Background: an optimization exercise with open tools, aiming at a short achievable clock period and few clock cycles. Do not read the settings as production practice. Function was checked by simulation only, so behaviour that the tests miss may differ from the original. Power and IR drop assume default switching activity.

<file path="flow/design.v">
module solar16_core (
    input  wire        clk,
    input  wire        rst,           
    input  wire [16:0] prog_len,      
    output wire        imem_req,
    output wire [15:0] imem_addr,
    input  wire        imem_ack,
    input  wire [31:0] imem_rdata,
    output wire        dmem_req,
    output wire        dmem_we,
    output wire [15:0] dmem_addr,
    output wire [7:0]  dmem_wdata,
    input  wire        dmem_ack,
    input  wire [7:0]  dmem_rdata,
    output wire        in_req,
    input  wire        in_ack,
    input  wire        in_eof,
    input  wire [20:0] in_char,
    output reg         out_valid,
    output reg  [7:0]  out_data,
    output wire [1:0]  run_state,     
    output reg  [2:0]  fault_cause,
    output reg  [16:0] fault_pc,
    output reg  [7:0]  fault_opcode,
    output reg  [7:0]  fault_operand,
    output wire [16:0] pc_out,
    output wire        z_out,
    input  wire [3:0]  dbg_sel,
    output wire [15:0] dbg_reg
);
    localparam OP_ADD  = 8'h00, OP_SUB  = 8'h01, OP_MUL  = 8'h02;
    localparam OP_RADD = 8'h03, OP_RSUB = 8'h04, OP_RMUL = 8'h05;
    localparam OP_MOV  = 8'h10, OP_LD   = 8'h11, OP_ST   = 8'h12, OP_CLR = 8'h13;
    localparam OP_JMP  = 8'h20, OP_JZ   = 8'h21, OP_JNZ  = 8'h22, OP_HALT = 8'h23;
    localparam OP_CMP  = 8'h30;
    localparam OP_AND  = 8'h40, OP_NOT  = 8'h41, OP_OR   = 8'h42, OP_XOR = 8'h43;
    localparam OP_SHL  = 8'h44, OP_SHR  = 8'h45;
    localparam OP_CLZ  = 8'hF0, OP_NOP  = 8'hFF;
    localparam F_ILLEGAL  = 3'd1, F_MISALIGN = 3'd2, F_OUTOFPROG = 3'd3, F_BADREG = 3'd4;
    localparam ST_RUN = 2'd0, ST_HALT = 2'd1, ST_FAULT = 2'd2;
    localparam D_FAULT = 0,    
               D_U1    = 1,    
               D_U2    = 2,    
               D_ADD   = 3,    
               D_SUB   = 4,    
               D_MUL   = 5,    
               D_AND   = 6,
               D_OR    = 7,
               D_XOR   = 8,
               D_NOT   = 9,
               D_SHL   = 10,
               D_SHR   = 11,
               D_MOV   = 12,
               D_CLR   = 13,
               D_CMP   = 14,
               D_CLZ   = 15,
               D_JMP   = 16,
               D_JZ    = 17,
               D_JNZ   = 18,
               D_HALT  = 19,
               D_LD    = 20,   
               D_LDIN  = 21,   
               D_ST    = 22,
               D_OUT   = 23,   
               D_WR    = 24,   
               D_ZRES  = 25,   
               D_BIMM  = 26,   
               D_TBAD  = 27,   
               D_TBAD4 = 28,   
               D_FOPND = 29,   
               D_ILL   = 30,   
               D_ZW    = 31,   
               D_BYP   = 32,   
               DW      = 33;
    reg        plt4;              
    reg [14:0] limw;              
    reg        plt8;              
    reg [14:0] limw1;             
    function [DW-1:0] predecode(input [31:0] w, input lt4, input [14:0] lim);
        reg [7:0] o, b1, b2;
        reg [15:0] im;
        reg legal, u1, u2, bad1, bad2, mis;
        begin
            o = w[7:0]; b1 = w[15:8]; b2 = w[23:16]; im = w[31:16];
            predecode = {DW{1'b0}};
            legal = 1'b1; u1 = 1'b0; u2 = 1'b0;
            case (o)
                OP_ADD, OP_SUB, OP_MUL, OP_LD, OP_ST, OP_CLR, OP_NOT, OP_SHL, OP_SHR:
                    u1 = 1'b1;
                OP_RADD, OP_RSUB, OP_RMUL, OP_MOV, OP_CMP, OP_AND, OP_OR, OP_XOR: begin
                    u1 = 1'b1; u2 = 1'b1;
                end
                OP_JMP, OP_JZ, OP_JNZ, OP_HALT, OP_CLZ, OP_NOP: ;
                default: legal = 1'b0;
            endcase
            bad1 = u1 && (b1[7:4] != 4'd0);
            bad2 = u2 && (b2[7:4] != 4'd0);
            mis  = (im[1:0] != 2'b00) || lt4;
            predecode[D_FAULT] = !legal || bad1 || bad2;
            predecode[D_ILL]   = !legal;
            predecode[D_FOPND] = !bad1;
            predecode[D_U1]    = u1;
            predecode[D_U2]    = u2;
            predecode[D_ADD]   = (o == OP_ADD) || (o == OP_RADD);
            predecode[D_SUB]   = (o == OP_SUB) || (o == OP_RSUB);
            predecode[D_MUL]   = (o == OP_MUL) || (o == OP_RMUL);
            predecode[D_AND]   = (o == OP_AND);
            predecode[D_OR]    = (o == OP_OR);
            predecode[D_XOR]   = (o == OP_XOR);
            predecode[D_NOT]   = (o == OP_NOT);
            predecode[D_SHL]   = (o == OP_SHL);
            predecode[D_SHR]   = (o == OP_SHR);
            predecode[D_MOV]   = (o == OP_MOV);
            predecode[D_CLR]   = (o == OP_CLR);
            predecode[D_CMP]   = (o == OP_CMP);
            predecode[D_CLZ]   = (o == OP_CLZ);
            predecode[D_JMP]   = (o == OP_JMP);
            predecode[D_JZ]    = (o == OP_JZ);
            predecode[D_JNZ]   = (o == OP_JNZ);
            predecode[D_HALT]  = (o == OP_HALT);
            predecode[D_LD]    = (o == OP_LD) && (im != 16'hFF10);
            predecode[D_LDIN]  = (o == OP_LD) && (im == 16'hFF10);
            predecode[D_ST]    = (o == OP_ST);
            predecode[D_OUT]   = (o == OP_ST) && (im == 16'hFF00);
            predecode[D_WR]    = (o == OP_ADD) || (o == OP_SUB) ||
                                 (o == OP_RADD) || (o == OP_RSUB) ||
                                 (o == OP_AND) || (o == OP_OR) || (o == OP_XOR) ||
                                 (o == OP_NOT) || (o == OP_SHL) || (o == OP_SHR) ||
                                 (o == OP_MOV) || (o == OP_CLR);
            predecode[D_ZRES]  = (o == OP_ADD) || (o == OP_SUB) ||
                                 (o == OP_RADD) || (o == OP_RSUB) ||
                                 (o == OP_AND) || (o == OP_OR) || (o == OP_XOR) ||
                                 (o == OP_NOT) || (o == OP_SHL) || (o == OP_SHR);
            predecode[D_ZW]    = (o == OP_ADD) || (o == OP_SUB) ||
                                 (o == OP_RADD) || (o == OP_RSUB) ||
                                 (o == OP_AND) || (o == OP_OR) || (o == OP_XOR) ||
                                 (o == OP_NOT) || (o == OP_SHL) || (o == OP_SHR) ||
                                 (o == OP_CLR) || (o == OP_CMP) || (o == OP_CLZ);
            predecode[D_BIMM]  = (o == OP_ADD) || (o == OP_SUB) || (o == OP_MUL) ||
                                 (o == OP_SHL) || (o == OP_SHR);
            predecode[D_BYP]   = (o == OP_AND) || (o == OP_OR) || (o == OP_XOR) ||
                                 (o == OP_NOT) || (o == OP_SHL) || (o == OP_SHR) ||
                                 (o == OP_MOV) || (o == OP_CMP);
            predecode[D_TBAD]  = mis || ({1'b0, im[15:2]} > lim);
            predecode[D_TBAD4] = mis || ({1'b0, im[15:2]} >= lim);
        end
    endfunction
    reg [1:0]  st;
    reg [16:0] pc;                
    reg [16:0] pc4r;              
    reg        pcb4r, pcb8r;      
    reg        zf;
    reg [15:0] regs [0:15];
    reg [15:0] dregs [0:15];
    reg [1:0]  st_d;
    reg [16:0] fpc;               
    reg        fbad;              
    reg        f_pend;            
    reg        f_kill;            
    reg [31:0] fb0, fb1;          
    reg [1:0]  fq;                
    reg        f_pt, fb0_pt, fb1_pt, ir_pt;   
    localparam NB = 4;
    reg [NB-1:0] bv;
    reg [NB-1:0] bbad;            
    reg [15:0] bpc [0:NB-1];
    reg [15:0] btg [0:NB-1];
    reg [1:0]  bptr;
    reg        ir_v;
    reg [31:0] ir;
    reg [DW-1:0] id;
    reg [15:0] opa, opb;          
    reg        ra_z, ra_nz, ti_z, ti_nz;
    reg        mp;
    reg [3:0]  mp_rd;
    reg [15:0] ms, mc;            
    reg        cv, cur_we;
    reg [15:0] cur_a1;
    reg [7:0]  cur_hi;
    reg        nv, nxt_we;
    reg [15:0] nxt_a;
    reg [7:0]  nxt_lo, nxt_hi;
    reg        d_pend;            
    reg        d_ld0, d_ld1;      
    reg [7:0]  ls_lo;             
    reg        li;
    reg [3:0]  li_rd;
    reg        lm0, lm1;
    reg [3:0]  lm_rd0, lm_rd1;
    wire [7:0]  ir_op1 = ir[15:8];
    wire [7:0]  ir_op2 = ir[23:16];
    wire [15:0] ir_imm = ir[31:16];
    wire [3:0]  ir_rd  = ir[11:8];
    wire [3:0]  ir_rs  = ir[19:16];
    wire [15:0] in_value = (in_eof || in_char == 21'd10) ? 16'd0 : in_char[15:0];
    wire        li_wr = li && in_ack;
    wire        lm_wr = d_pend && d_ld1 && dmem_ack;    
    wire [15:0] lm_val = {dmem_rdata, ls_lo};
    wire [15:0] mprod = ms + mc;
    wire e_act   = ir_v && (st == ST_RUN);
    wire quiet   = !li && !lm0 && !cv && !nv;
    wire byp_a   = mp && id[D_U1] && ir_rd == mp_rd;
    wire byp_b   = mp && id[D_U2] && ir_rs == mp_rd;
    wire dep     = (li  && ((id[D_U1] && ir_rd == li_rd)  || (id[D_U2] && ir_rs == li_rd))) ||
                   (lm0 && ((id[D_U1] && ir_rd == lm_rd0) || (id[D_U2] && ir_rs == lm_rd0))) ||
                   (lm1 && ((id[D_U1] && ir_rd == lm_rd1) || (id[D_U2] && ir_rs == lm_rd1))) ||
                   (mp && (((byp_a || byp_b) && !id[D_BYP]) || id[D_JZ] || id[D_JNZ]));
    wire stall   = (id[D_FAULT] || id[D_HALT]) ? !quiet :
                   (dep ||
                    (id[D_LD]   && (lm1 || nv)) ||
                    (id[D_LDIN] && li) ||
                    (id[D_ST]   && nv));
    wire e_go    = e_act && !stall;
    wire e_ok    = e_go && !id[D_FAULT];           
    wire e_wr    = e_ok && id[D_WR];
    wire e_mul   = e_ok && id[D_MUL];
    wire e_mem   = e_ok && (id[D_LD] || id[D_ST]);
    wire e_in    = e_ok && id[D_LDIN];
    wire is_br   = id[D_JMP] || id[D_JZ] || id[D_JNZ];
    wire tk      = zf ? ti_z : ti_nz;
    wire br_tk   = e_go && tk;                         
    wire redir   = ir_v && (st == ST_RUN) && !(mp && (id[D_JZ] || id[D_JNZ])) &&
                   (zf ? ra_z : ra_nz);                
    wire [16:0] pc4  = pc4r;
    wire [16:0] pc8  = pc4r + 17'd4;
    wire        pcb4 = pcb4r;
    wire        pcb8 = pcb8r;
    wire [16:0] rtgt = tk ? {1'b0, ir_imm} : pc4;
    wire        rbad = tk ? id[D_TBAD] : pcb4;
    wire [16:0] npc  = br_tk ? {1'b0, ir_imm} : pc4;
    wire [15:0] sum  = opa + opb;
    wire [15:0] dif  = opa - opb;
    wire [15:0] la   = byp_a ? mprod : opa;
    wire [15:0] lb   = byp_b ? mprod : opb;
    wire [15:0] shl  = la << opb[3:0];
    wire [15:0] shr  = la >> opb[3:0];
    wire [15:0] res  = ({16{id[D_ADD]}} & sum) |
                       ({16{id[D_SUB]}} & dif) |
                       ({16{id[D_AND]}} & (la & lb)) |
                       ({16{id[D_OR]}}  & (la | lb)) |
                       ({16{id[D_XOR]}} & (la ^ lb)) |
                       ({16{id[D_NOT]}} & ~la) |
                       ({16{id[D_SHL]}} & shl) |
                       ({16{id[D_SHR]}} & shr) |
                       ({16{id[D_MOV]}} & lb);
    wire [15:0] ts, tc;
    solar16_mul_tree u_mul (.a(opa), .b(opb), .s(ts), .c(tc));
    integer i;
    reg        bhit, bhbad;
    reg [15:0] bt;
    integer k;
    always @(*) begin
        bhit  = 1'b0;
        bhbad = 1'b0;
        bt    = 16'd0;
        for (k = 0; k < NB; k = k + 1)
            if (bv[k] && bpc[k] == fpc[15:0]) begin
                bhit  = 1'b1;
                bhbad = bbad[k];
                bt    = btg[k];
            end
    end
    wire live    = f_pend && !f_kill;
    wire new_in  = imem_ack && live && !redir;
    wire [2:0] occ = {2'b0, ir_v} + {1'b0, fq} + {2'b0, live};
    wire want    = (st == ST_RUN) && !fbad && (occ <= 3'd2);
    wire f_try   = redir ? !rbad : want;           
    wire f_issue = f_try && (!f_pend || imem_ack);
    wire fb4     = plt4 || (fpc[16:2] >= {1'b0, limw});            
    wire drained = !ir_v && (fq == 2'd0) && !live && fbad;
    assign imem_req  = f_issue;
    assign imem_addr = redir ? rtgt[15:0] : fpc[15:0];
    wire [16:0] fpc_i = redir ? (tk ? {1'b0, ir_imm} + 17'd4 : pc8) :
                                (bhit ? {1'b0, bt} : fpc + 17'd4);
    wire        fbad_i = redir ? (tk ? id[D_TBAD4] : pcb8) : (bhit ? bhbad : fb4);
    wire adv     = !ir_v || e_go;
    wire [31:0] nxw = (fq != 2'd0) ? fb0 : imem_rdata;
    wire        npt = (fq != 2'd0) ? fb0_pt : f_pt;
    wire [31:0] sel_w = adv ? nxw : ir;
    wire [3:0]  nrd = sel_w[11:8];
    wire [3:0]  nrs = sel_w[19:16];
    wire [DW-1:0] nid = predecode(nxw, plt4, limw);
    wire        nbimm = adv ? nid[D_BIMM] : id[D_BIMM];
    function [15:0] rdreg(input [3:0] i);
        begin
            if (e_wr && ir_rd == i)      rdreg = res;
            else if (mp && mp_rd == i)   rdreg = mprod;
            else if (lm_wr && lm_rd0 == i) rdreg = lm_val;
            else if (li_wr && li_rd == i)  rdreg = in_value;
            else                         rdreg = regs[i];
        end
    endfunction
    wire d_try = cv || nv || e_mem;
    wire d_issue = d_try && (!d_pend || dmem_ack);
    assign dmem_req   = d_issue;
    assign dmem_we    = cv ? cur_we : nv ? nxt_we : id[D_ST];
    assign dmem_addr  = cv ? cur_a1 : nv ? nxt_a  : ir_imm;
    assign dmem_wdata = cv ? cur_hi : nv ? nxt_lo : opa[7:0];
    assign in_req     = e_in;
    assign run_state = st_d;
    assign pc_out    = pc;
    assign z_out     = zf;
    assign dbg_reg   = dregs[dbg_sel];
    always @(posedge clk) begin
        for (i = 0; i < 16; i = i + 1)
            dregs[i] <= regs[i];
        st_d <= rst ? ST_RUN : st;
    end
    always @(posedge clk) begin
        plt4 <= (prog_len < 17'd4);
        limw <= prog_len[16:2] - 15'd1;
        plt8 <= (prog_len < 17'd8);
        limw1 <= prog_len[16:2] - 15'd2;
    end
    always @(posedge clk) begin
        out_valid <= 1'b0;
        if (rst) begin
            st            <= ST_RUN;
            pc            <= 17'd0;
            pc4r          <= 17'd4;
            pcb4r         <= (prog_len < 17'd8);
            pcb8r         <= (prog_len < 17'd12);
            ra_z          <= 1'b0;
            ra_nz         <= 1'b0;
            ti_z          <= 1'b0;
            ti_nz         <= 1'b0;
            zf            <= 1'b0;
            fault_cause   <= 3'd0;
            fault_pc      <= 17'd0;
            fault_opcode  <= 8'd0;
            fault_operand <= 8'd0;
            out_data      <= 8'd0;
            for (i = 0; i < 16; i = i + 1)
                regs[i] <= 16'd0;
            fpc    <= 17'd0;
            fbad   <= (prog_len < 17'd4);
            f_pend <= 1'b0;
            f_kill <= 1'b0;
            fq     <= 2'd0;
            f_pt   <= 1'b0;
            fb0_pt <= 1'b0;
            fb1_pt <= 1'b0;
            ir_pt  <= 1'b0;
            bv     <= {NB{1'b0}};
            bbad   <= {NB{1'b0}};
            bptr   <= 2'd0;
            for (i = 0; i < NB; i = i + 1) begin
                bpc[i] <= 16'd0;
                btg[i] <= 16'd0;
            end
            fb0    <= 32'd0;
            fb1    <= 32'd0;
            ir_v   <= 1'b0;
            ir     <= 32'd0;
            id     <= {DW{1'b0}};
            opa    <= 16'd0;
            opb    <= 16'd0;
            mp     <= 1'b0;
            mp_rd  <= 4'd0;
            ms     <= 16'd0;
            mc     <= 16'd0;
            cv     <= 1'b0;
            cur_we <= 1'b0;
            cur_a1 <= 16'd0;
            cur_hi <= 8'd0;
            nv     <= 1'b0;
            nxt_we <= 1'b0;
            nxt_a  <= 16'd0;
            nxt_lo <= 8'd0;
            nxt_hi <= 8'd0;
            d_pend <= 1'b0;
            d_ld0  <= 1'b0;
            d_ld1  <= 1'b0;
            ls_lo  <= 8'd0;
            li     <= 1'b0;
            li_rd  <= 4'd0;
            lm0    <= 1'b0;
            lm1    <= 1'b0;
            lm_rd0 <= 4'd0;
            lm_rd1 <= 4'd0;
        end else begin
            if (f_issue) begin
                f_pend <= 1'b1;
                f_kill <= 1'b0;
                f_pt   <= !redir && bhit;
                fpc    <= fpc_i;
                fbad   <= fbad_i;
            end else begin
                if (imem_ack) begin
                    f_pend <= 1'b0;
                    f_kill <= 1'b0;
                end else if (redir) begin
                    f_kill <= f_pend;
                end
                if (redir) begin
                    fpc  <= rtgt;
                    fbad <= rbad;
                end
            end
            if (redir) begin
                fq    <= 2'd0;
                ir_v  <= 1'b0;
                ra_z  <= 1'b0;
                ra_nz <= 1'b0;
            end else begin
                if (adv) begin
                    ir_v  <= (fq != 2'd0) || new_in;
                    ir    <= nxw;
                    id    <= nid;
                    ir_pt <= npt;
                    ra_z  <= nid[D_JMP] ? !npt : nid[D_JZ] ? !npt : nid[D_JNZ] ? npt : 1'b0;
                    ra_nz <= nid[D_JMP] ? !npt : nid[D_JZ] ? npt : nid[D_JNZ] ? !npt : 1'b0;
                    ti_z  <= nid[D_JMP] || nid[D_JZ];
                    ti_nz <= nid[D_JMP] || nid[D_JNZ];
                    if (fq == 2'd2) begin
                        fb0    <= fb1;
                        fb0_pt <= fb1_pt;
                        if (new_in) begin fb1 <= imem_rdata; fb1_pt <= f_pt; end
                        fq <= new_in ? 2'd2 : 2'd1;
                    end else if (fq == 2'd1) begin
                        if (new_in) begin fb0 <= imem_rdata; fb0_pt <= f_pt; end
                        fq <= new_in ? 2'd1 : 2'd0;
                    end
                end else if (new_in) begin
                    if (fq == 2'd0) begin fb0 <= imem_rdata; fb0_pt <= f_pt; end
                    else            begin fb1 <= imem_rdata; fb1_pt <= f_pt; end
                    fq <= fq + 2'd1;
                end
            end
            opa <= rdreg(nrd);
            opb <= nbimm ? sel_w[31:16] : rdreg(nrs);
            if (e_go) begin
                if (id[D_FAULT]) begin
                    st            <= ST_FAULT;
                    fault_cause   <= id[D_ILL] ? F_ILLEGAL : F_BADREG;
                    fault_pc      <= pc;
                    fault_opcode  <= ir[7:0];
                    fault_operand <= id[D_ILL] ? 8'd0 : (id[D_FOPND] ? ir_op2 : ir_op1);
                end else if (id[D_HALT]) begin
                    st <= ST_HALT;
                end else begin
                    pc    <= npc;
                    pc4r  <= npc + 17'd4;
                    pcb4r <= plt4 || (npc[16:2] >= {1'b0, limw});
                    pcb8r <= plt8 || (npc[16:2] >= {1'b0, limw1});
                    if (id[D_OUT]) begin
                        out_valid <= 1'b1;
                        out_data  <= opa[7:0];
                    end
                end
            end else if (drained && quiet && st == ST_RUN) begin
                st          <= ST_FAULT;
                fault_cause <= (fpc[1:0] != 2'b00) ? F_MISALIGN : F_OUTOFPROG;
                fault_pc    <= fpc;
            end
            if (e_ok && id[D_ZW])
                zf <= id[D_CLR] || (id[D_CMP] && la == lb) ||
                      (id[D_ZRES] && res == 16'd0);
            else if (mp)
                zf <= (mprod == 16'd0);
            for (i = 0; i < 16; i = i + 1)
                if (e_wr && ir_rd == i)      regs[i] <= res;
                else if (mp && mp_rd == i)   regs[i] <= mprod;
                else if (lm_wr && lm_rd0 == i) regs[i] <= lm_val;
                else if (li_wr && li_rd == i)  regs[i] <= in_value;
            mp <= e_mul;
            if (e_mul) begin
                mp_rd <= ir_rd;
                ms    <= ts;
                mc    <= tc;
            end
            if (e_go && is_br) begin
                if (tk && !ir_pt) begin
                    bv[bptr]   <= 1'b1;
                    bbad[bptr] <= id[D_TBAD];
                    bpc[bptr]  <= pc[15:0];
                    btg[bptr]  <= ir_imm;
                    bptr       <= bptr + 2'd1;
                end else if (!tk && ir_pt) begin
                    for (i = 0; i < NB; i = i + 1)
                        if (bpc[i] == pc[15:0]) bv[i] <= 1'b0;
                end
            end
            if (d_issue) begin
                d_pend <= 1'b1;
                if (cv) begin
                    cv    <= 1'b0;
                    d_ld0 <= 1'b0;
                    d_ld1 <= !cur_we;
                end else if (nv) begin
                    cv     <= 1'b1;
                    cur_we <= nxt_we;
                    cur_a1 <= nxt_a + 16'd1;
                    cur_hi <= nxt_hi;
                    nv     <= 1'b0;
                    d_ld0  <= !nxt_we;
                    d_ld1  <= 1'b0;
                end else begin
                    cv     <= 1'b1;
                    cur_we <= id[D_ST];
                    cur_a1 <= ir_imm + 16'd1;
                    cur_hi <= opa[15:8];
                    d_ld0  <= id[D_LD];
                    d_ld1  <= 1'b0;
                end
            end else if (dmem_ack) begin
                d_pend <= 1'b0;
            end
            if (e_mem && (cv || nv || !d_issue)) begin
                nv     <= 1'b1;
                nxt_we <= id[D_ST];
                nxt_a  <= ir_imm;
                nxt_lo <= opa[7:0];
                nxt_hi <= opa[15:8];
            end
            if (d_pend && dmem_ack && d_ld0)
                ls_lo <= dmem_rdata;
            if (e_in) begin
                li    <= 1'b1;
                li_rd <= ir_rd;
            end else if (li_wr) begin
                li <= 1'b0;
            end
            if (lm_wr) begin
                lm0    <= lm1 || (e_ok && id[D_LD]);
                lm_rd0 <= lm1 ? lm_rd1 : ir_rd;
                lm1    <= lm1 && e_ok && id[D_LD];
                lm_rd1 <= ir_rd;
            end else if (e_ok && id[D_LD]) begin
                if (lm0) begin
                    lm1    <= 1'b1;
                    lm_rd1 <= ir_rd;
                end else begin
                    lm0    <= 1'b1;
                    lm_rd0 <= ir_rd;
                end
            end
        end
    end
endmodule
module solar16_mul_tree (input wire [15:0] a, input wire [15:0] b, output wire [15:0] s, output wire [15:0] c);
    wire [16:0] bb = {b, 1'b0};
    wire one0 = bb[0] ^ bb[1];
    wire two0 = (bb[2] & ~bb[1] & ~bb[0]) | (~bb[2] & bb[1] & bb[0]);
    wire neg0 = bb[2] & ~(bb[1] & bb[0]);
    wire pp0_0 = (((one0 & a[0]) | (two0 & 1'b0)) ^ neg0);
    wire pp0_1 = (((one0 & a[1]) | (two0 & a[0])) ^ neg0);
    wire pp0_2 = (((one0 & a[2]) | (two0 & a[1])) ^ neg0);
    wire pp0_3 = (((one0 & a[3]) | (two0 & a[2])) ^ neg0);
    wire pp0_4 = (((one0 & a[4]) | (two0 & a[3])) ^ neg0);
    wire pp0_5 = (((one0 & a[5]) | (two0 & a[4])) ^ neg0);
    wire pp0_6 = (((one0 & a[6]) | (two0 & a[5])) ^ neg0);
    wire pp0_7 = (((one0 & a[7]) | (two0 & a[6])) ^ neg0);
    wire pp0_8 = (((one0 & a[8]) | (two0 & a[7])) ^ neg0);
    wire pp0_9 = (((one0 & a[9]) | (two0 & a[8])) ^ neg0);
    wire pp0_10 = (((one0 & a[10]) | (two0 & a[9])) ^ neg0);
    wire pp0_11 = (((one0 & a[11]) | (two0 & a[10])) ^ neg0);
    wire pp0_12 = (((one0 & a[12]) | (two0 & a[11])) ^ neg0);
    wire pp0_13 = (((one0 & a[13]) | (two0 & a[12])) ^ neg0);
    wire pp0_14 = (((one0 & a[14]) | (two0 & a[13])) ^ neg0);
    wire pp0_15 = (((one0 & a[15]) | (two0 & a[14])) ^ neg0);
    wire one1 = bb[2] ^ bb[3];
    wire two1 = (bb[4] & ~bb[3] & ~bb[2]) | (~bb[4] & bb[3] & bb[2]);
    wire neg1 = bb[4] & ~(bb[3] & bb[2]);
    wire pp1_0 = (((one1 & a[0]) | (two1 & 1'b0)) ^ neg1);
    wire pp1_1 = (((one1 & a[1]) | (two1 & a[0])) ^ neg1);
    wire pp1_2 = (((one1 & a[2]) | (two1 & a[1])) ^ neg1);
    wire pp1_3 = (((one1 & a[3]) | (two1 & a[2])) ^ neg1);
    wire pp1_4 = (((one1 & a[4]) | (two1 & a[3])) ^ neg1);
    wire pp1_5 = (((one1 & a[5]) | (two1 & a[4])) ^ neg1);
    wire pp1_6 = (((one1 & a[6]) | (two1 & a[5])) ^ neg1);
    wire pp1_7 = (((one1 & a[7]) | (two1 & a[6])) ^ neg1);
    wire pp1_8 = (((one1 & a[8]) | (two1 & a[7])) ^ neg1);
    wire pp1_9 = (((one1 & a[9]) | (two1 & a[8])) ^ neg1);
    wire pp1_10 = (((one1 & a[10]) | (two1 & a[9])) ^ neg1);
    wire pp1_11 = (((one1 & a[11]) | (two1 & a[10])) ^ neg1);
    wire pp1_12 = (((one1 & a[12]) | (two1 & a[11])) ^ neg1);
    wire pp1_13 = (((one1 & a[13]) | (two1 & a[12])) ^ neg1);
    wire one2 = bb[4] ^ bb[5];
    wire two2 = (bb[6] & ~bb[5] & ~bb[4]) | (~bb[6] & bb[5] & bb[4]);
    wire neg2 = bb[6] & ~(bb[5] & bb[4]);
    wire pp2_0 = (((one2 & a[0]) | (two2 & 1'b0)) ^ neg2);
    wire pp2_1 = (((one2 & a[1]) | (two2 & a[0])) ^ neg2);
    wire pp2_2 = (((one2 & a[2]) | (two2 & a[1])) ^ neg2);
    wire pp2_3 = (((one2 & a[3]) | (two2 & a[2])) ^ neg2);
    wire pp2_4 = (((one2 & a[4]) | (two2 & a[3])) ^ neg2);
    wire pp2_5 = (((one2 & a[5]) | (two2 & a[4])) ^ neg2);
    wire pp2_6 = (((one2 & a[6]) | (two2 & a[5])) ^ neg2);
    wire pp2_7 = (((one2 & a[7]) | (two2 & a[6])) ^ neg2);
    wire pp2_8 = (((one2 & a[8]) | (two2 & a[7])) ^ neg2);
    wire pp2_9 = (((one2 & a[9]) | (two2 & a[8])) ^ neg2);
    wire pp2_10 = (((one2 & a[10]) | (two2 & a[9])) ^ neg2);
    wire pp2_11 = (((one2 & a[11]) | (two2 & a[10])) ^ neg2);
    wire one3 = bb[6] ^ bb[7];
    wire two3 = (bb[8] & ~bb[7] & ~bb[6]) | (~bb[8] & bb[7] & bb[6]);
    wire neg3 = bb[8] & ~(bb[7] & bb[6]);
    wire pp3_0 = (((one3 & a[0]) | (two3 & 1'b0)) ^ neg3);
    wire pp3_1 = (((one3 & a[1]) | (two3 & a[0])) ^ neg3);
    wire pp3_2 = (((one3 & a[2]) | (two3 & a[1])) ^ neg3);
    wire pp3_3 = (((one3 & a[3]) | (two3 & a[2])) ^ neg3);
    wire pp3_4 = (((one3 & a[4]) | (two3 & a[3])) ^ neg3);
    wire pp3_5 = (((one3 & a[5]) | (two3 & a[4])) ^ neg3);
    wire pp3_6 = (((one3 & a[6]) | (two3 & a[5])) ^ neg3);
    wire pp3_7 = (((one3 & a[7]) | (two3 & a[6])) ^ neg3);
    wire pp3_8 = (((one3 & a[8]) | (two3 & a[7])) ^ neg3);
    wire pp3_9 = (((one3 & a[9]) | (two3 & a[8])) ^ neg3);
    wire one4 = bb[8] ^ bb[9];
    wire two4 = (bb[10] & ~bb[9] & ~bb[8]) | (~bb[10] & bb[9] & bb[8]);
    wire neg4 = bb[10] & ~(bb[9] & bb[8]);
    wire pp4_0 = (((one4 & a[0]) | (two4 & 1'b0)) ^ neg4);
    wire pp4_1 = (((one4 & a[1]) | (two4 & a[0])) ^ neg4);
    wire pp4_2 = (((one4 & a[2]) | (two4 & a[1])) ^ neg4);
    wire pp4_3 = (((one4 & a[3]) | (two4 & a[2])) ^ neg4);
    wire pp4_4 = (((one4 & a[4]) | (two4 & a[3])) ^ neg4);
    wire pp4_5 = (((one4 & a[5]) | (two4 & a[4])) ^ neg4);
    wire pp4_6 = (((one4 & a[6]) | (two4 & a[5])) ^ neg4);
    wire pp4_7 = (((one4 & a[7]) | (two4 & a[6])) ^ neg4);
    wire one5 = bb[10] ^ bb[11];
    wire two5 = (bb[12] & ~bb[11] & ~bb[10]) | (~bb[12] & bb[11] & bb[10]);
    wire neg5 = bb[12] & ~(bb[11] & bb[10]);
    wire pp5_0 = (((one5 & a[0]) | (two5 & 1'b0)) ^ neg5);
    wire pp5_1 = (((one5 & a[1]) | (two5 & a[0])) ^ neg5);
    wire pp5_2 = (((one5 & a[2]) | (two5 & a[1])) ^ neg5);
    wire pp5_3 = (((one5 & a[3]) | (two5 & a[2])) ^ neg5);
    wire pp5_4 = (((one5 & a[4]) | (two5 & a[3])) ^ neg5);
    wire pp5_5 = (((one5 & a[5]) | (two5 & a[4])) ^ neg5);
    wire one6 = bb[12] ^ bb[13];
    wire two6 = (bb[14] & ~bb[13] & ~bb[12]) | (~bb[14] & bb[13] & bb[12]);
    wire neg6 = bb[14] & ~(bb[13] & bb[12]);
    wire pp6_0 = (((one6 & a[0]) | (two6 & 1'b0)) ^ neg6);
    wire pp6_1 = (((one6 & a[1]) | (two6 & a[0])) ^ neg6);
    wire pp6_2 = (((one6 & a[2]) | (two6 & a[1])) ^ neg6);
    wire pp6_3 = (((one6 & a[3]) | (two6 & a[2])) ^ neg6);
    wire one7 = bb[14] ^ bb[15];
    wire two7 = (bb[16] & ~bb[15] & ~bb[14]) | (~bb[16] & bb[15] & bb[14]);
    wire neg7 = bb[16] & ~(bb[15] & bb[14]);
    wire pp7_0 = (((one7 & a[0]) | (two7 & 1'b0)) ^ neg7);
    wire pp7_1 = (((one7 & a[1]) | (two7 & a[0])) ^ neg7);
    wire s1 = pp0_10 ^ pp1_8;
    wire c2 = pp0_10 & pp1_8;
    wire s3 = pp0_11 ^ pp1_9;
    wire c4 = pp0_11 & pp1_9;
    wire s5 = pp0_12 ^ pp1_10 ^ pp2_8;
    wire c6 = (pp0_12 & pp1_10) | (pp0_12 & pp2_8) | (pp1_10 & pp2_8);
    wire s7 = pp3_6 ^ pp4_4;
    wire c8 = pp3_6 & pp4_4;
    wire s9 = pp0_13 ^ pp1_11 ^ pp2_9;
    wire c10 = (pp0_13 & pp1_11) | (pp0_13 & pp2_9) | (pp1_11 & pp2_9);
    wire s11 = pp3_7 ^ pp4_5;
    wire c12 = pp3_7 & pp4_5;
    wire s13 = pp0_14 ^ pp1_12 ^ pp2_10;
    wire c14 = (pp0_14 & pp1_12) | (pp0_14 & pp2_10) | (pp1_12 & pp2_10);
    wire s15 = pp3_8 ^ pp4_6 ^ pp5_4;
    wire c16 = (pp3_8 & pp4_6) | (pp3_8 & pp5_4) | (pp4_6 & pp5_4);
    wire s17 = pp6_2 ^ pp7_0;
    wire c18 = pp6_2 & pp7_0;
    wire s19 = pp0_15 ^ pp1_13 ^ pp2_11;
    wire c20 = (pp0_15 & pp1_13) | (pp0_15 & pp2_11) | (pp1_13 & pp2_11);
    wire s21 = pp3_9 ^ pp4_7 ^ pp5_5;
    wire c22 = (pp3_9 & pp4_7) | (pp3_9 & pp5_5) | (pp4_7 & pp5_5);
    wire s23 = pp6_3 ^ pp7_1;
    wire c24 = pp6_3 & pp7_1;
    wire s25 = pp0_6 ^ pp1_4;
    wire c26 = pp0_6 & pp1_4;
    wire s27 = pp0_7 ^ pp1_5;
    wire c28 = pp0_7 & pp1_5;
    wire s29 = pp0_8 ^ pp1_6 ^ pp2_4;
    wire c30 = (pp0_8 & pp1_6) | (pp0_8 & pp2_4) | (pp1_6 & pp2_4);
    wire s31 = pp3_2 ^ pp4_0;
    wire c32 = pp3_2 & pp4_0;
    wire s33 = pp0_9 ^ pp1_7 ^ pp2_5;
    wire c34 = (pp0_9 & pp1_7) | (pp0_9 & pp2_5) | (pp1_7 & pp2_5);
    wire s35 = pp3_3 ^ pp4_1;
    wire c36 = pp3_3 & pp4_1;
    wire s37 = pp2_6 ^ pp3_4 ^ pp4_2;
    wire c38 = (pp2_6 & pp3_4) | (pp2_6 & pp4_2) | (pp3_4 & pp4_2);
    wire s39 = pp5_0 ^ neg5 ^ s1;
    wire c40 = (pp5_0 & neg5) | (pp5_0 & s1) | (neg5 & s1);
    wire s41 = pp2_7 ^ pp3_5 ^ pp4_3;
    wire c42 = (pp2_7 & pp3_5) | (pp2_7 & pp4_3) | (pp3_5 & pp4_3);
    wire s43 = pp5_1 ^ s3 ^ c2;
    wire c44 = (pp5_1 & s3) | (pp5_1 & c2) | (s3 & c2);
    wire s45 = pp5_2 ^ pp6_0 ^ neg6;
    wire c46 = (pp5_2 & pp6_0) | (pp5_2 & neg6) | (pp6_0 & neg6);
    wire s47 = s5 ^ s7 ^ c4;
    wire c48 = (s5 & s7) | (s5 & c4) | (s7 & c4);
    wire s49 = pp5_3 ^ pp6_1 ^ s9;
    wire c50 = (pp5_3 & pp6_1) | (pp5_3 & s9) | (pp6_1 & s9);
    wire s51 = s11 ^ c6 ^ c8;
    wire c52 = (s11 & c6) | (s11 & c8) | (c6 & c8);
    wire s53 = neg7 ^ s13 ^ s15;
    wire c54 = (neg7 & s13) | (neg7 & s15) | (s13 & s15);
    wire s55 = s17 ^ c10 ^ c12;
    wire c56 = (s17 & c10) | (s17 & c12) | (c10 & c12);
    wire s57 = s19 ^ s21 ^ s23;
    wire c58 = (s19 & s21) | (s19 & s23) | (s21 & s23);
    wire s59 = c14 ^ c16 ^ c18;
    wire c60 = (c14 & c16) | (c14 & c18) | (c16 & c18);
    wire s61 = pp0_4 ^ pp1_2;
    wire c62 = pp0_4 & pp1_2;
    wire s63 = pp0_5 ^ pp1_3;
    wire c64 = pp0_5 & pp1_3;
    wire s65 = pp2_2 ^ pp3_0 ^ neg3;
    wire c66 = (pp2_2 & pp3_0) | (pp2_2 & neg3) | (pp3_0 & neg3);
    wire s67 = pp2_3 ^ pp3_1 ^ s27;
    wire c68 = (pp2_3 & pp3_1) | (pp2_3 & s27) | (pp3_1 & s27);
    wire s69 = neg4 ^ s29 ^ s31;
    wire c70 = (neg4 & s29) | (neg4 & s31) | (s29 & s31);
    wire s71 = s33 ^ s35 ^ c30;
    wire c72 = (s33 & s35) | (s33 & c30) | (s35 & c30);
    wire s73 = s37 ^ s39 ^ c34;
    wire c74 = (s37 & s39) | (s37 & c34) | (s39 & c34);
    wire s75 = s41 ^ s43 ^ c38;
    wire c76 = (s41 & s43) | (s41 & c38) | (s43 & c38);
    wire s77 = s45 ^ s47 ^ c42;
    wire c78 = (s45 & s47) | (s45 & c42) | (s47 & c42);
    wire s79 = s49 ^ s51 ^ c46;
    wire c80 = (s49 & s51) | (s49 & c46) | (s51 & c46);
    wire s81 = s53 ^ s55 ^ c50;
    wire c82 = (s53 & s55) | (s53 & c50) | (s55 & c50);
    wire s83 = s57 ^ s59 ^ c54;
    wire c84 = (s57 & s59) | (s57 & c54) | (s59 & c54);
    wire s85 = pp0_2 ^ pp1_0;
    wire c86 = pp0_2 & pp1_0;
    wire s87 = pp0_3 ^ pp1_1;
    wire c88 = pp0_3 & pp1_1;
    wire s89 = pp2_0 ^ neg2 ^ s61;
    wire c90 = (pp2_0 & neg2) | (pp2_0 & s61) | (neg2 & s61);
    wire s91 = pp2_1 ^ s63 ^ c62;
    wire c92 = (pp2_1 & s63) | (pp2_1 & c62) | (s63 & c62);
    wire s93 = s25 ^ s65 ^ c64;
    wire c94 = (s25 & s65) | (s25 & c64) | (s65 & c64);
    wire s95 = c26 ^ s67 ^ c66;
    wire c96 = (c26 & s67) | (c26 & c66) | (s67 & c66);
    wire s97 = c28 ^ s69 ^ c68;
    wire c98 = (c28 & s69) | (c28 & c68) | (s69 & c68);
    wire s99 = c32 ^ s71 ^ c70;
    wire c100 = (c32 & s71) | (c32 & c70) | (s71 & c70);
    wire s101 = c36 ^ s73 ^ c72;
    wire c102 = (c36 & s73) | (c36 & c72) | (s73 & c72);
    wire s103 = c40 ^ s75 ^ c74;
    wire c104 = (c40 & s75) | (c40 & c74) | (s75 & c74);
    wire s105 = c44 ^ s77 ^ c76;
    wire c106 = (c44 & s77) | (c44 & c76) | (s77 & c76);
    wire s107 = c48 ^ s79 ^ c78;
    wire c108 = (c48 & s79) | (c48 & c78) | (s79 & c78);
    wire s109 = c52 ^ s81 ^ c80;
    wire c110 = (c52 & s81) | (c52 & c80) | (s81 & c80);
    wire s111 = c56 ^ s83 ^ c82;
    wire c112 = (c56 & s83) | (c56 & c82) | (s83 & c82);
    assign s = {s111, s109, s107, s105, s103, s101, s99, s97, s95, s93, s91, s89, s87, neg1, pp0_1, pp0_0};
    assign c = {c110, c108, c106, c104, c102, c100, c98, c96, c94, c92, c90, c88, c86, s85, 1'b0, neg0};
endmodule
</file>
<file path="flow/run.sh">
#!/bin/bash
# synth_recipe.tcl (not shown) runs the flow's synth.tcl, then flattens the netlist and writes it again
# the make line also repeats each setting of config.mk as NAME=value (left out here)
make -C /OpenROAD-flow-scripts/flow DESIGN_CONFIG=/design/flow/config.mk WORK_HOME=/design/flow/orfs CLKGATE_MAP_FILE= SYNTH_SCRIPT=/design/flow/synth_recipe.tcl finish
</file>
<file path="flow/config.mk">
export PLATFORM = sky130hd
export DESIGN_NAME = solar16_core
export DESIGN_NICKNAME = solar16_core
export VERILOG_FILES = /design/flow/design.v
export SDC_FILE = /design/flow/constraint.sdc
export NUM_CORES = 4
export LEC_CHECK = 0
export CAP_MARGIN = 20
export CORE_MARGIN = 2
export CORE_UTILIZATION = 45
export PLACE_DENSITY = 0.65
export SETUP_SLACK_MARGIN = 4.9
export SLEW_MARGIN = 20
</file>
<file path="flow/constraint.sdc">
create_clock -name core_clock -period 10.0 [get_ports {clk}]
set_input_delay 2.0000 -clock core_clock [delete_from_list [all_inputs] [get_ports {clk}]]
set_output_delay 2.0000 -clock core_clock [all_outputs]
set_load 0.01 [all_outputs]
</file>
==> results of run 1 <==
## logic make-up (layout without fill, tap and decap cells)
logic type / count (synthesis) / count (layout)
AO/OA/AOI/OAI: 2444 / 2444
XOR/XNOR: 362 / 364
adder cells (fa/ha/maj): 212 / 212
buffers and inverters: 951 / 1005
flip-flops: 1079 / 1079
multiplexers: 302 / 302
other: 0 / 7
AND/OR/NAND/NOR: 2587 / 2590
## registers in the layout (all words and copies together), names as in the netlist, 15 cells and up
signal	count
ms	16
dregs	256
regs	256
fb1	32
fb0	32
ir	32
pc	17
limw1	15
fpc	17
cur_a1	16
btg	64
limw	15
bpc	64
mc	15
id	32
nxt_a	16
opb	16
pc4r	15
opa	16
fault_pc	17
## worst max-delay path, stage by stage
cell	delay, ns
buf_12	0.10
nand2b_4	0.17
nor2_4	0.08
buf_8	0.15
a22o_4	0.27
a221oi_4	0.19
nand3_1	0.10
o22a_1	0.20
buf_2	0.15
## repair_timing
action                                 4_1_cts  5_1_grt
endpoints found under the hold margin        0        0
gates cloned                                 8        7
pin swaps                                   56       54
setup buffers                               85       26
setup endpoints to repair                  196       99
resized for setup                          271      106
## per-layer routing
metal	routed length [um]	up-vias
met5	480	-
met4	17900	34
met3	44400	1008
met2	124000	4540
met1	121000	32000
li1	-	29000
## through the flow
step	setup WS, ns	hold slack [ns]	total power [W]	cells	util (%)
6_report	4.57	0.357	0.0168	9893	53.1
5_1_grt	4.50	0.369	0.0173	9888	53.1
4_1_cts	4.59	0.356	0.0164	9853	52.5
3_5_place_dp	2.89	0.386	0.0115	9543	48.5
3_3_place_gp	2.92	0.380	0.0114	9543	48.5
2_1_floorplan	4.91	0.362	0.00899	7937	-
## synthesized netlist by cell type, drive strengths merged (16+ instances only)
library cell	count
a211oi	846
a21o	29
a21oi	467
a221oi	63
a22o	62
a22oi	312
a311oi	52
a31oi	35
and2	113
and3	58
buf	78
clkbuf	670
dfxtp	948
edfxtp	131
fa	35
ha	177
inv	200
mux2	57
mux2i	239
nand2	766
nand2b	45
nand3	188
nand4	117
nor2	885
nor2b	40
nor3	228
nor4	54
o211a	16
o211ai	77
o21a	24
o21ai	253
o221ai	18
o22a	31
o22ai	40
or3	23
xnor2	242
xor2	120
## area by class of cell
| cell class | instances | area [um2] |
|---|---|---|
| diodes | 7 | 17.5 |
| clock buffers | 162 | 3370 |
| clock inverters | 55 | 831 |
| fillers | 13200 | 66600 |
| inverters | 203 | 766 |
| multi-input cells | 5912 | 39600 |
| flip-flops and latches | 1079 | 23000 |
| well taps | 1890 | 2360 |
| repair buffers | 585 | 5430 |
## power breakdown
group	internal, W	total (W)	switching (W)	leakage, nW
logic	0.00232	0.00679	0.00447	16.5
registers	0.00469	0.00518	0.000489	9.04
clock network	0.00282	0.00480	0.00198	2.04
## cell usage in the layout (no fill, tap or decap), drive strengths merged, types with 77 or more instances in the layout
master         netlist  routed
xor2               120     121
o21ai              253     253
a211oi             846     846
clkdlybuf4s50        0     183
a21oi              467     467
o211ai              77      77
nand3              188     188
edfxtp             131     131
buf                 78     391
nor3               228     228
a22oi              312     312
nand2              766     766
inv                200     203
ha                 177     177
mux2i              239     239
dfxtp              948     948
and2               113     113
nor2               885     885
clkbuf             670     167
xnor2              242     243
nand4              117     117
## worst paths after layout
kind / startpoint / end / cells past startpoint
setup / recovery: dbg_sel[3] / dbg_reg[1] / 9
hold / removal: regs[13][1] / dregs[13][1] / 0
setup reg to reg: ir[16] / opb[10] / 17
hold reg to reg: regs[13][1] / dregs[13][1] / 0
==> results.cfg, run 1 <==
[sta]
fin_worst_skew_ns = 0.0840
tightestPinTransition_ns = 1.35
fmax_ghz = 0.184
hold_violations = 0
timing.setup.tns_ns = 0
max_slew_margin_pct = 10.2
drv_slew = 0
finalSetupViolations = 0
grt_setup_unrepaired = true
period_share_pct = 54.3
finalCriticalPeriod_ns = 5.43

[placement]
gp_congestion = 1.05
place_area_um2 = 68800
io_buffer_count = 210
dp_hpwl_mm = 210

[clocking]
clk_path_buf_depth = 3
cts_sinks = 1079
clockRootBuffer = clkbuf_16
clock_latency_ns = 0.81
htreeDepth = 3
cts_tree = done
holdBufCountCts = 0
cts.clk_slew.worst_paths_ns = 0.06
cts_buffers = 118

[grt]
grt_max_degree = 177
gr-total-overflow = 0
grtUsageTotal_pct = 40.0
top_usage_layer = met2
use_met1_pct = 52.1
grt_antenna_before_repair = 17
grt_pass1_wl_mm = 435
met3_usage_pct = 16.0
grt_pass1_vias = 61400
use_met2_pct = 56.8

[status]
status = complete, no violations

[floorplan]
die_h_um = 383
rows = 138
die_w_um = 383
start_util_pct = 45.5
core_um2 = 142000
pin_count = 213
design.die.area_um2 = 146000

[synth]
synth_top_cell_area_share_pct = 29.4
synth_top_family_by_area = compound AO/OA/AOI/OAI gates
synth_compound_area_share_pct = 26.4
seq_area_frac_synth_pct = 35.5
synth_cell_type_count = 97
avgSynthCellArea_um2 = 8.13
synth_warnings = 3
synth_edf_count = 131
syn_nets = 8237
syn_area_um2 = 64500
yosys-mux-area-fraction_pct = 4.91
synth_top_flop_cell = dfxtp_1
synth_area_leaders = dfxtp_1 (29%), a211oi_1 (9.8%), edfxtp_1 (6.1%)
synth_top_cell_by_area = dfxtp_1
synth_fa_ha_area_share_pct = 4.52
async_flop_share_pct = 0
yosys.area_share.xor_xnor_pct = 4.91
syn-instance-count = 7937
ys_seq_elements = 1079
synth_simple_gate_area_share_pct = 18.1

[drt]
via_count = 66500
wl_per_cell_um = 31.1
drt_pass1_iterations = 10
drc_errors = 0
drt_iter0_drc = 9646
vias_per_cell = 6.73
wl_mm = 307
ant_nets = 0

[critical_path]
cp-end-kind = output port
cp_max_fo = 6
start_kind = primary input
cp.required_ns = 8.00
path_class = primary input to output port
regToRegSetupSlack_ns = 4.86
cp.arrival_ns = 3.43

[min_path]
hp-class = flip-flop to flip-flop

[power_and_ir_drop]
powerDensity_nw_per_um2 = 223
peakVddDrop_mv = 0.235
leakage_nw = 27.5

[finish]
fin_area_um2 = 75400
drive_above_1_share_pct = 12.0
syn_to_final_growth_pct = 16.8
num-nets-final = 8199

[flow_run]
drv_cap = 0
Testbench counts, summed over its fixed seeds: cycles 31,538.
==> run 2: changes to the inputs <==
--- a/flow/design.v
+++ b/flow/design.v
@@ -73,3 +73,4 @@
                D_BYP   = 32,   
-               DW      = 33;
+               D_LBYP  = 33,   
+               DW      = 34;
     reg        plt4;              
@@ -137,3 +138,4 @@
                                  (o == OP_NOT) || (o == OP_SHL) || (o == OP_SHR) ||
-                                 (o == OP_CLR) || (o == OP_CMP) || (o == OP_CLZ);
+                                 (o == OP_CLR) || (o == OP_CMP) || (o == OP_CLZ) ||
+                                 (o == OP_MUL) || (o == OP_RMUL);
             predecode[D_BIMM]  = (o == OP_ADD) || (o == OP_SUB) || (o == OP_MUL) ||
@@ -143,2 +145,7 @@
                                  (o == OP_MOV) || (o == OP_CMP);
+            predecode[D_LBYP]  = (o == OP_ADD) || (o == OP_SUB) ||
+                                 (o == OP_RADD) || (o == OP_RSUB) ||
+                                 (o == OP_AND) || (o == OP_OR) || (o == OP_XOR) ||
+                                 (o == OP_NOT) || (o == OP_SHL) || (o == OP_SHR) ||
+                                 (o == OP_MOV) || (o == OP_CMP) || (o == OP_CLR);
             predecode[D_TBAD]  = mis || ({1'b0, im[15:2]} > lim);
@@ -203,6 +210,10 @@
     wire byp_b   = mp && id[D_U2] && ir_rs == mp_rd;
+    wire lbyp_a  = lm0 && id[D_U1] && ir_rd == lm_rd0;
+    wire lbyp_b  = lm0 && id[D_U2] && ir_rs == lm_rd0;
+    wire l_late  = d_pend && d_ld1;                
+    wire l_byp   = (lbyp_a || lbyp_b) && id[D_LBYP] && l_late;
     wire dep     = (li  && ((id[D_U1] && ir_rd == li_rd)  || (id[D_U2] && ir_rs == li_rd))) ||
-                   (lm0 && ((id[D_U1] && ir_rd == lm_rd0) || (id[D_U2] && ir_rs == lm_rd0))) ||
+                   ((lbyp_a || lbyp_b) && !l_byp) ||
                    (lm1 && ((id[D_U1] && ir_rd == lm_rd1) || (id[D_U2] && ir_rs == lm_rd1))) ||
-                   (mp && (((byp_a || byp_b) && !id[D_BYP]) || id[D_JZ] || id[D_JNZ]));
+                   (mp && (byp_a || byp_b) && !id[D_BYP]);
     wire stall   = (id[D_FAULT] || id[D_HALT]) ? !quiet :
@@ -212,8 +223,9 @@
                     (id[D_ST]   && nv));
-    wire e_go    = e_act && !stall;
+    wire e_gor   = e_act && !stall;                
+    wire e_go    = e_gor && (!l_byp || dmem_ack);   
     wire e_ok    = e_go && !id[D_FAULT];           
     wire e_wr    = e_ok && id[D_WR];
-    wire e_mul   = e_ok && id[D_MUL];
-    wire e_mem   = e_ok && (id[D_LD] || id[D_ST]);
-    wire e_in    = e_ok && id[D_LDIN];
+    wire e_mul   = e_gor && !id[D_FAULT] && id[D_MUL];
+    wire e_mem   = e_gor && !id[D_FAULT] && (id[D_LD] || id[D_ST]);
+    wire e_in    = e_gor && !id[D_FAULT] && id[D_LDIN];
     wire is_br   = id[D_JMP] || id[D_JZ] || id[D_JNZ];
@@ -221,3 +233,3 @@
     wire br_tk   = e_go && tk;                         
-    wire redir   = ir_v && (st == ST_RUN) && !(mp && (id[D_JZ] || id[D_JNZ])) &&
+    wire redir   = ir_v && (st == ST_RUN) &&
                    (zf ? ra_z : ra_nz);                
@@ -229,7 +241,13 @@
     wire        rbad = tk ? id[D_TBAD] : pcb4;
-    wire [16:0] npc  = br_tk ? {1'b0, ir_imm} : pc4;
-    wire [15:0] sum  = opa + opb;
-    wire [15:0] dif  = opa - opb;
-    wire [15:0] la   = byp_a ? mprod : opa;
-    wire [15:0] lb   = byp_b ? mprod : opb;
+    wire [16:0] npc  = tk ? {1'b0, ir_imm} : pc4;      
+    wire [1:0] st_n = (e_go && id[D_FAULT]) ? ST_FAULT :
+                      (e_go && id[D_HALT])  ? ST_HALT :
+                      (!e_go && drained && quiet && st == ST_RUN) ? ST_FAULT : st;
+    wire any_wr = e_wr || mp || lm_wr || li_wr;
+    wire [15:0] xa   = lbyp_a ? lm_val : opa;
+    wire [15:0] xb   = lbyp_b ? lm_val : opb;
+    wire [15:0] sum  = xa + xb;
+    wire [15:0] dif  = xa - xb;
+    wire [15:0] la   = byp_a ? mprod : xa;
+    wire [15:0] lb   = byp_b ? mprod : xb;
     wire [15:0] shl  = la << opb[3:0];
@@ -247,2 +265,16 @@
     solar16_mul_tree u_mul (.a(opa), .b(opb), .s(ts), .c(tc));
+    reg  [16:0] za, zb;           
+    reg         mz;
+    integer q;
+    always @(*) begin
+        za[0] = 1'b1;
+        zb[0] = 1'b1;
+        for (q = 1; q <= 16; q = q + 1) begin
+            za[q] = za[q-1] && !opa[q-1];
+            zb[q] = zb[q-1] && !opb[q-1];
+        end
+        mz = 1'b0;
+        for (q = 0; q <= 16; q = q + 1)
+            mz = mz || (za[q] && zb[16-q]);
+    end
     integer i;
@@ -306,3 +338,3 @@
             dregs[i] <= regs[i];
-        st_d <= rst ? ST_RUN : st;
+        st_d <= rst ? ST_RUN : (any_wr ? st : st_n);
     end
@@ -457,5 +489,3 @@
                 zf <= id[D_CLR] || (id[D_CMP] && la == lb) ||
-                      (id[D_ZRES] && res == 16'd0);
-            else if (mp)
-                zf <= (mprod == 16'd0);
+                      (id[D_ZRES] && res == 16'd0) || (id[D_MUL] && mz);
             for (i = 0; i < 16; i = i + 1)
==> results.cfg, run 2 <==
[status]
status = complete, no violations

[sta]
timing.setup.tns_ns = 0
hold_violations = 0
drv_slew = 0
tightestPinTransition_ns = 1.30
period_share_pct = 55.0
fin_worst_skew_ns = 0.0623
finalCriticalPeriod_ns = 5.50
fmax_ghz = 0.182
max_slew_margin_pct = 11.1
grt_setup_unrepaired = true
hold_slack_ns = 0.420
finalSetupViolations = 0

[clocking]
clock_latency_ns = 0.81
htreeDepth = 3
clockRootBuffer = clkbuf_16
clk_path_buf_depth = 3
cts_buffers = 120
cts.clk_slew.worst_paths_ns = 0.06
cts_tree = done
cts_sinks = 1080

[drt]
via_count = 68400
wl_per_cell_um = 31.9
wl_mm = 322
ant_nets = 0
vias_per_cell = 6.77
drt_iter0_drc = 10200
drt_pass1_iterations = 9
drc_errors = 0

[finish]
fin_util_pct = 54.4
num-nets-final = 8390
drive_above_1_share_pct = 14.9
fillers = 13000
mostFrequentLayoutCells = dfxtp_1 (925), nand2_1 (844), a211oi_1 (820)
stdcell_count = 10100
syn_to_final_growth_pct = 19.8
layout_commonest_cell = dfxtp_1
top_regs = dregs (256), regs (256)

[power_and_ir_drop]
p_clk_share_pct = 29.1
power.share.sequential_pct = 32.1
p_sw_share_pct = 40.4
leakage_nw = 28.4
internal_power_w = 0.00938
switching_power_w = 0.00636
power_frac_comb_pct = 38.8
peakVddDrop_mv = 0.191
powerDensity_nw_per_um2 = 201

[critical_path]
cp_max_fo = 8
critPathMaxStageDelay_ns = 0.22
cp.required_ns = 8.00
worstRegToRegCells = 13
cp-end-kind = output port
cp_slowest_cell = o22a_1
start_kind = primary input
cp_cell_sequence = buf_12 > nand2b_4 > buf_6 > nor2_4 > buf_12 > buf_4 > a22oi_1 > nand4_1 > o22a_1 > buf_6
path_class = primary input to output port
cp.arrival_ns = 3.50

[synth]
synth_edf_count = 131
synth_top_cell_by_area = dfxtp_1
synth_warnings = 3
synth.most_common_cell = dfxtp_1
synth_cell_type_count = 104
synth_top_cell_area_share_pct = 29.1
synth_top_flop_cell = dfxtp_1
ys_seq_elements = 1080
syn_nets = 8299
synthTopCellsByCount = dfxtp_1 (949), nand2_1 (854), nor2_1 (837)
avgSynthCellArea_um2 = 8.16
synth_area_leaders = dfxtp_1 (29%), a211oi_1 (9.6%), edfxtp_1 (6.0%)
syn-instance-count = 8000
async_flop_share_pct = 0
seq_area_frac_synth_pct = 35.1
syn_area_um2 = 65300

[floorplan]
design.die.area_um2 = 148000
core_um2 = 144000
rows = 139
die_w_um = 385
pin_count = 213
die_h_um = 385
start_util_pct = 45.4

[min_path]
hp-class = flip-flop to flip-flop
worstHoldPathCells = 0

[grt]
grt_pass1_vias = 61800
grt_max_degree = 213
grt_pass1_wl_mm = 449
grtUsageTotal_pct = 41.3
grt_antenna_before_repair = 20
gr-total-overflow = 0

[placement]
dp_hpwl_mm = 220
gp_congestion = 1.07
place_inst = 9612
io_buffer_count = 210

[flow_run]
drv_cap = 0
run 2: metal layers:
metal	vias to the layer above	wire length, um	global-route usage [%]
li1	29600	-	-
met1	33000	124000	54.6
met2	4832	129000	57.5
met3	1003	50000	17.0
met4	26	18200	20.1
met5	-	668	2.60
run 2: final timing paths:
| kind | start | end | slack, ns |
|---|---|---|---|
| setup / recovery | dbg_sel[1] | dbg_reg[15] | 4.50 |
| hold / removal | regs[11][11] | dregs[11][11] | 0.42 |
| hold reg to reg | regs[11][11] | dregs[11][11] | 0.42 |
| setup reg to reg | ms[0] | zf | 4.87 |
run 2: kinds of logic (layout without fill, tap and decap cells):
kind of cell / Yosys count / after routing / share of synthesized area (%)
and+or+nand+nor: 2504 / 2506 / 17.1
buffers and inverters: 965 / 1148 / 5.87
adders and majority gates: 211 / 211 / 4.45
DFF: 1080 / 1080 / 35.1
other: 0 / 10 / 0
xor gates and xnor gates: 357 / 357 / 4.79
AOI/OAI and AO/OA: 2553 / 2553 / 27.3
muxes: 330 / 334 / 5.37
run 2: metrics by stage:
stage	power, W	worst slack (ns)	cell area (um2)
floorplan	0.00797	4.78	65600
global placement	0.00994	2.61	69300
detailed placement	0.00998	2.46	69400
CTS	0.0151	4.54	76400
global route	0.0161	4.49	78200
finish	0.0157	4.50	78200
run 2: timing repair:
action | CTS | global route
pin swaps | 71 | 76
cloned | 13 | 8
endpoints found under the setup margin | 468 | 174
resized for setup | 425 | 184
setup buffers | 158 | 79
hold buffers | 0 | 0
run 2: power by group through the flow:
stage                     logic, W  clock network, W  registers, W
after floorplan            0.00309                 0       0.00488
final                      0.00611           0.00457       0.00506
after global routing       0.00631           0.00474       0.00506
after global placement     0.00484                 0       0.00510
after detailed placement   0.00487                 0       0.00511
after CTS                  0.00549           0.00455       0.00503
run 2: cell type report:
| class | instances | area (um2) | area share [%] |
|---|---|---|---|
| diodes | 10 | 25.0 | 0.0320 |
| inverters | 206 | 801 | 1.02 |
| repair buffers | 722 | 7210 | 9.23 |
| well taps | 1903 | 2380 | 3.05 |
| clock buffers | 167 | 3400 | 4.35 |
| multi-input cells | 5961 | 40800 | 52.1 |
| clock inverters | 53 | 608 | 0.778 |
| flip-flops and latches | 1080 | 23000 | 29.4 |
run 2: worst max-delay path: cells and delay by family:
kind | cells | cell delay [ns]
buffers and inverters | 5 | 0.73
AO/OA/AOI/OAI | 2 | 0.30
AND/OR/NAND/NOR | 3 | 0.46
Testbench counts of run 2, summed over its fixed seeds: cycles 31,255.
==> run 3: changes to the inputs <==
--- a/flow/design.v
+++ b/flow/design.v
@@ -334,3 +334,8 @@
     assign z_out     = zf;
-    assign dbg_reg   = dregs[dbg_sel];
+    solar16_dbg_mux u_dbg (
+        .r0(dregs[0]),   .r1(dregs[1]),   .r2(dregs[2]),   .r3(dregs[3]),
+        .r4(dregs[4]),   .r5(dregs[5]),   .r6(dregs[6]),   .r7(dregs[7]),
+        .r8(dregs[8]),   .r9(dregs[9]),   .r10(dregs[10]), .r11(dregs[11]),
+        .r12(dregs[12]), .r13(dregs[13]), .r14(dregs[14]), .r15(dregs[15]),
+        .sel(dbg_sel), .q(dbg_reg));
     always @(posedge clk) begin
@@ -569,2 +574,29 @@
     end
+endmodule
+module solar16_dbg_mux (
+    input  wire [15:0] r0, r1, r2, r3, r4, r5, r6, r7,
+    input  wire [15:0] r8, r9, r10, r11, r12, r13, r14, r15,
+    input  wire [3:0]  sel,
+    output reg  [15:0] q
+);
+    always @(*) begin
+        case (sel)
+            4'd0:  q = r0;
+            4'd1:  q = r1;
+            4'd2:  q = r2;
+            4'd3:  q = r3;
+            4'd4:  q = r4;
+            4'd5:  q = r5;
+            4'd6:  q = r6;
+            4'd7:  q = r7;
+            4'd8:  q = r8;
+            4'd9:  q = r9;
+            4'd10: q = r10;
+            4'd11: q = r11;
+            4'd12: q = r12;
+            4'd13: q = r13;
+            4'd14: q = r14;
+            default: q = r15;
+        endcase
+    end
 endmodule
--- a/flow/config.mk
+++ b/flow/config.mk
@@ -13 +13,2 @@
 export SLEW_MARGIN = 20
+export SYNTH_HIERARCHICAL = 1
==> results.cfg, run 3 <==
[status]
status = complete, no violations

[critical_path]
cp_max_fo = 5
cp_top_family = compound AO/OA/AOI/OAI gates
cp_slowest_cell = o32a_1
cp.arrival_ns = 3.62
cp.required_ns = 8.00
start_kind = primary input
critPathMaxStageDelay_ns = 0.39
cp_cell_sequence = buf_16 > buf_12 > or3b_4 > buf_6 > o22ai_2 > a211o_1 > o32a_1 > buf_2
cp-end-kind = output port
path_buf_inv = 4
path_class = primary input to output port

[floorplan]
pin_count = 213
die_h_um = 391
rows = 141
core_um2 = 148000
die_w_um = 391
design.die.area_um2 = 153000
start_util_pct = 45.4

[finish]
top_regs = dregs (256), regs (256)
fin_area_um2 = 80700
stdcell_count = 10500
num-nets-final = 8799
drive_above_1_share_pct = 15.5
mostFrequentLayoutCells = nand2_1 (978), dfxtp_1 (919), nor2_1 (828)
layout_commonest_cell = nand2_1
syn_to_final_growth_pct = 20.0

[clocking]
cts_tree = done
clock_latency_ns = 0.80
cts_buffers = 130
cts_sinks = 1081
htreeDepth = 4
clockRootBuffer = clkbuf_16
holdBufCountCts = 0
cts.clk_slew.worst_paths_ns = 0.06
clk_path_buf_depth = 3

[flow_run]
drv_cap = 0

[synth]
syn_nets = 8709
synth_area_leaders = dfxtp_1 (28%), edfxtp_1 (5.8%), a211oi_1 (5.8%)
synth_edf_count = 131
syn-instance-count = 8409
syn_area_um2 = 67300
synthTopCellsByCount = nand2_1 (990), dfxtp_1 (950), nor2_1 (863)
ys_seq_elements = 1081
avgSynthCellArea_um2 = 8.00
synth_top_cell_by_area = dfxtp_1
seq_area_frac_synth_pct = 34.1
async_flop_share_pct = 0
synth_warnings = 12
synth_top_cell_area_share_pct = 28.3
synth_top_flop_cell = dfxtp_1
synth_cell_type_count = 127
synth.most_common_cell = nand2_1

[drt]
wl_mm = 352
drt_pass1_iterations = 10
vias_per_cell = 6.74
dr_wl_met3_mm = 52.2
route.top_layer_used = met5
m1WireLength_mm = 137
wl_per_cell_um = 33.4
ant_nets = 0
wl_met2_mm = 140
drc_errors = 0
via_count = 71000
drt_iter0_drc = 10400

[placement]
place_inst = 10000
gp_congestion = 1.04
place_area_um2 = 71100
pre_cts_ws_ns = 2.55
io_buffer_count = 210
dp_hpwl_mm = 243

[min_path]
hp-class = flip-flop to flip-flop

[sta]
fin_worst_skew_ns = 0.0383
fin_ws_ns = 4.38
hold_violations = 0
finalCriticalPeriod_ns = 5.62
fmax_ghz = 0.178
finalSetupViolations = 0
tightestPinTransition_ns = 1.27
drv_slew = 0
grt_setup_unrepaired = true
period_share_pct = 56.2
timing.setup.tns_ns = 0
max_slew_margin_pct = 15.1

[power_and_ir_drop]
leakage_nw = 29.6
peakVddDrop_mv = 0.194
powerDensity_nw_per_um2 = 229

[grt]
grt_pass1_vias = 64200
grt_pass1_wl_mm = 487
gr-total-overflow = 0
grt_max_degree = 166
grt_antenna_before_repair = 23
grtUsageTotal_pct = 44.2
run 3: cell count changes in the layout (fill, tap and decap cells not counted), moves of 22 or more:
cell      delta
a211oi_1   -308
o211ai_1   +227
nand2_1    +134
o21ai_0    +123
a22oi_1     -72
nand3_1     +57
nor2_1      +54
buf_4       +28
o21ai_1     +27
o22ai_1     +25
nor3_1      +23
a222oi_1    -22
nor2_2      -22
run 3: through the flow:
| step | hold slack [ns] | utilization (%) | power, W |
|---|---|---|---|
| final | 0.395 | 54.5 | 0.0185 |
| after floorplan | 0.358 | - | 0.00975 |
| after detailed placement | 0.383 | 48.0 | 0.0123 |
| after global routing | 0.408 | 54.5 | 0.0191 |
| after CTS | 0.393 | 53.1 | 0.0178 |
| after global placement | 0.381 | 48.0 | 0.0123 |
run 3: cell type report:
type | count | area (um2)
diodes | 11 | 27.5
clock buffers | 187 | 3770
fillers | 13500 | 67300
inverters | 225 | 860
flip-flops and latches | 1081 | 23000
repair buffers | 749 | 7540
clock inverters | 46 | 586
multi-input cells | 6312 | 42500
well taps | 1930 | 2410
run 3: path summary, 6_finish.rpt:
| kind | from | end | slack (ns) | depth (start not counted) |
|---|---|---|---|---|
| worst max-delay path | dbg_sel[2] | dbg_reg[15] | 4.38 | 8 |
| worst max register to register | ir[8] | zf | 4.80 | 21 |
| worst min-delay path | regs[0][5] | dregs[0][5] | 0.39 | 0 |
| worst min register to register | regs[0][5] | dregs[0][5] | 0.39 | 0 |
run 3: cells by family after synthesis:
family / count (synthesis) / share of synthesized area (%)
adders and majority gates: 212 / 4.35
DFF: 1081 / 34.1
AOI/OAI and AO/OA: 2628 / 26.7
buffers and inverters: 1027 / 6.43
other: 1 / 0.00557
and+or+nand+nor: 2785 / 18.7
muxes: 305 / 4.79
xor gates and xnor gates: 370 / 4.88
run 3: report_power, final:
group          switching [W]  internal [W]  total (W)  leakage, nW
Combinational        0.00538       0.00302    0.00840         18.4
Sequential          0.000545       0.00470    0.00524         9.06
Clock                0.00209       0.00280    0.00489         2.12
Total                0.00801        0.0105     0.0185         29.6
run 3: modules after synthesis (local to each module, per instance):
module | flip-flops and latches | cells | area, um2 | copies in the design
solar16_core | 1081 | 7735 | 62000 | 1
solar16_mul_tree | 0 | 372 | 3050 | 1
solar16_dbg_mux | 0 | 302 | 2230 | 1
run 3: layer usage:
metal | GRT usage (%) | vias up
li1 | - | 30800
met2 | 61.3 | 5001
met1 | 57.8 | 34100
met5 | 0.383 | -
met4 | 23.5 | 16
met3 | 18.2 | 1105
run 3: timing repair:
action                     in CTS  in global routing
setup endpoints to repair     377                264
cloned                         29                  9
buffers inserted              127                 93
resized for setup             450                270
pin swaps                      59                 97
Testbench counts of run 3, summed over its fixed seeds: cycles 31,255.

[static timing again, ports no longer ideal]
In the flow no input, the clock included, has a driving cell. The finished layouts below were timed again as built, in two steps.
Step 1, drivers: a clkbuf_16 drives clk and a buf_2 each remaining input, both assumed.
Step 2, shift: input delay + t, output delay - t, t = (earliest + latest rising clock arrival at the registers) / 2. This alone moves slack from input paths to output paths.
Three values: ideal, step 1, step 2; two values: the first two.
run | t, ns | setup slack, ns | clock arrival spread, ns | worst data-port slew with drivers (ns) | cell pins on the clock port's net
run 1 | 0.843 | 4.574 / 4.507 / 4.138 | 0.093 / 0.093 | 0.15 | 1
run 2 | 0.855 | 4.499 / 4.448 / 3.852 | 0.062 / 0.062 | 0.11 | 1
run 3 | 0.863 | 4.382 / 4.236 / 4.007 | 0.039 / 0.039 | 0.20 | 1
After both steps setup and hold are still met in every run listed. For run 2, which loses most, drivers alone change the setup slack by -0.051 ns; drivers and shift together by -0.647 ns.
